This is an optimization exercise on Yosys and OpenROAD, whose aim is small area, a short achievable clock period and few clock cycles per item, not a production implementation. The RTL was checked by simulation tests, not by an equivalence proof against the original design. Power and IR drop assume default switching activity.

Setup of JK:
// vrtb_ts
module vrtb_ts (
    input  wire        clk,
    input  wire        rst,
    input  wire        start,
    input  wire        next,
    input  wire [95:0] t0,
    input  wire [63:0] k0,
    input  wire [31:0] blk_size,
    input  wire [31:0] rate,
    output wire        ready,
    output reg         ts_valid,
    output wire [31:0] ts_sec,
    output wire [39:0] ts_frac,
    output wire        ts_err
);
    localparam [39:0] PS  = 40'd1000000000000;
    localparam [27:0] P5  = 28'd244140625;           
    localparam [3:0] S_IDLE = 4'd0,
                     S_LD   = 4'd1,    
                     S_PS   = 4'd2,    
                     S_CP1  = 4'd3,    
                     S_BZ   = 4'd4,    
                     S_CP2  = 4'd5,    
                     S_HDBL = 4'd6,    
                     S_HADD = 4'd7,    
                     S_T0   = 4'd8,    
                     S_WRAP = 4'd9;    
    reg [3:0]  state;
    reg        phase;      
    reg [5:0]  cnt;        
    reg        first;      
    reg        kz;         
    reg        bz;         
    reg [5:0]  tcnt;       
    reg        wrap;       
    reg        r1;         
    reg        bzero, kzero;
    reg [5:0]  bmsb, kmsb;
    reg [31:0] y_sec;
    reg [39:0] y_frac;
    reg [31:0] y_rem;
    reg [31:0] y_remn;
    reg [31:0] r_r;
    reg [63:0] idx;
    reg [31:0] t_sec;
    reg        t_ovf;
    reg        t_hi;       
    reg [27:0] t_rem;
    reg [11:0] t_lo;
    wire [39:0] t_frac = {t_rem, t_lo};
    reg        a_kx, a_dbl, a_add, a_t, a_cpy, a_cps, a_ys0, a_nx;
    reg        b_cpy, b_cps, b_nx;
    reg [32:0] a_ra;
    reg [31:0] a_rbs;
    reg [31:0] a_rbd;
    reg        a_ci;
    reg [40:0] b_fa;
    reg [32:0] b_sa;
    reg        b_oa;
    reg [39:0] b_fb;
    reg [31:0] b_sb;
    reg        b_ob;
    reg        b_fc;
    reg        ready_r;
    assign ready   = ready_r;
    assign ts_sec  = b_sa[31:0];
    assign ts_frac = b_fa[39:0];
    assign ts_err  = b_oa;
  ...
clock: 8.0 ns
lec_check: 0
cap_margin: 20
core_margin: 2
core_utilization: 55
setup_slack_margin: 4.5
slew_margin: 20
tns_end_percent: 0
run.sh (not shown) runs the stock make flow with config.mk's settings and CLKGATE_MAP_FILE= SYNTH_SCRIPT=/design/flow/synth_recipe.tcl, a recipe that flattens the netlist after the stock synthesis.
Testbench counts of JK, summed over its fixed seeds: cycles 3,984, items 1,152.
Input changes introduced in MS (baseline for comparison: JK):
- CORE_UTILIZATION changed from 55 to 40
- SLEW_MARGIN changed from 20 to 10
- CAP_MARGIN changed from 20 to 10
- PLACE_DENSITY newly set to 0.75
Results
- Number of non-clock buffers in the layout | MS above JK
- Going from JK to MS, the peak per-stage delay on the critical path was found to have gone up by 0.04 ns.
- The run showing the smaller core area is JK.
- The run showing the greater number of fillers in the final layout is MS.
- MS vs. JK: vertical extent of the die saw an increase, antenna diode count saw a decrease, total number of tap cells saw an increase.
Inputs modified between MS and AL:
- SLEW_MARGIN now 20, was 10
- CAP_MARGIN now 20, was 10
- PLACE_DENSITY no longer set, was 0.75
Findings:
- In the route summary, AL ends up with a via count below that of MS.
- Compared with MS, fill cell instance count of the final layout in AL increased by a few percent.
- AL completed end to end with timing, DRC and antenna clean.
- Comparing AL and MS, the lower multi-input combinational area share was measured on AL.
Modified inputs, TR compared to AL
- changing TNS_END_PERCENT from 0 to 10
==> comparison <==
AL and TR ended up with roughly the same multi-input combinational cell count. Going from AL to TR, number of detailed-routing iterations run before antenna repair shows an increase of 1; total area of multi-input combinational cells increased about 2%; via count shows an increase of about 1.2%; utilization has increased; period utilization went down.
#### Input delta (PW over TR)
- TNS_END_PERCENT: 10 -> 0
- PLACE_DENSITY: unset -> 0.85
Findings:
Compared with TR, PW shows count of clock-buffer cells in the layout that has gone down by more than 10%.
Comparing TR against PW, there is no change at all in post-synthesis compound-gate area fraction.
PW ends up with a routed wire length that is about 2.2% higher than in TR.

========
vrtb_ts again, from the RTL that the note above started with.
export LEC_CHECK = 0
export CAP_MARGIN = 20
export CORE_MARGIN = 2
export CORE_UTILIZATION = 40
export PLACE_DENSITY = 0.7
export SETUP_SLACK_MARGIN = 4.5
export SLEW_MARGIN = 20
export TNS_END_PERCENT = 0
create_clock -name core_clock -period 8.0 [get_ports {clk}]
Testbench counts at the start, summed over its fixed seeds: cycles 3,984, items 1,152.
Rerun with:
Settings changed: PLACE_DENSITY 0.7 to 0.75.
After rerunning: Wire length goes up by 0.65%. Clock skew goes up by 9.9 ps. Synthesized area does not change. Via count goes up by 1.4%. Utilization goes up by 0.28 points. Clock-buffer cell count goes up by 3. Setup slack stays flat. Synthesized cell count stays the same. Power goes up by 0.48%. Worst hold slack stays flat.

## re-timing with driven ports
In the flow no input, the clock included, has a driving cell. The finished layouts below were timed again as built, in two steps. Step 1 sets driving cells, clkbuf_16 on the clock port and buf_2 on the other inputs (assumed; they add their load-dependent delay and slew). Step 2 adds t to the input delays and takes it off the output delays; t is the mean of the earliest and latest rising clock arrival at the registers after step 1. Input paths then give back, and output paths get back, about the clock's delay inside the block. Slacks: ideal ports / drivers / drivers and shift; pairs: ideal ports / drivers.
run | t, ns | setup WS [ns] | latest minus earliest clock arrival (ns) | worst data-port slew with drivers (ns)
JK | 0.667 | 4.001 / 4.001 / 3.550 | 0.015 / 0.016 | 0.08
MS | 0.685 | 4.099 / 4.099 / 3.528 | 0.039 / 0.039 | 0.08
AL | 0.681 | 4.019 / 4.019 / 3.558 | 0.032 / 0.032 | 0.07
TR | 0.677 | 4.057 / 4.057 / 3.545 | 0.028 / 0.028 | 0.07
PW | 0.684 | 4.062 / 4.062 / 3.410 | 0.033 / 0.033 | 0.15
the first run of note 2 | 0.681 | 4.116 / 4.116 / 3.644 | 0.033 / 0.033 | 0.06
the second run of note 2 | 0.683 | 4.115 / 4.115 / 3.530 | 0.038 / 0.038 | 0.09
After both steps every run listed still meets setup and hold. The setup slack of PW, which loses most, moves by 0.000 ns with the drivers and by -0.652 ns with both steps.
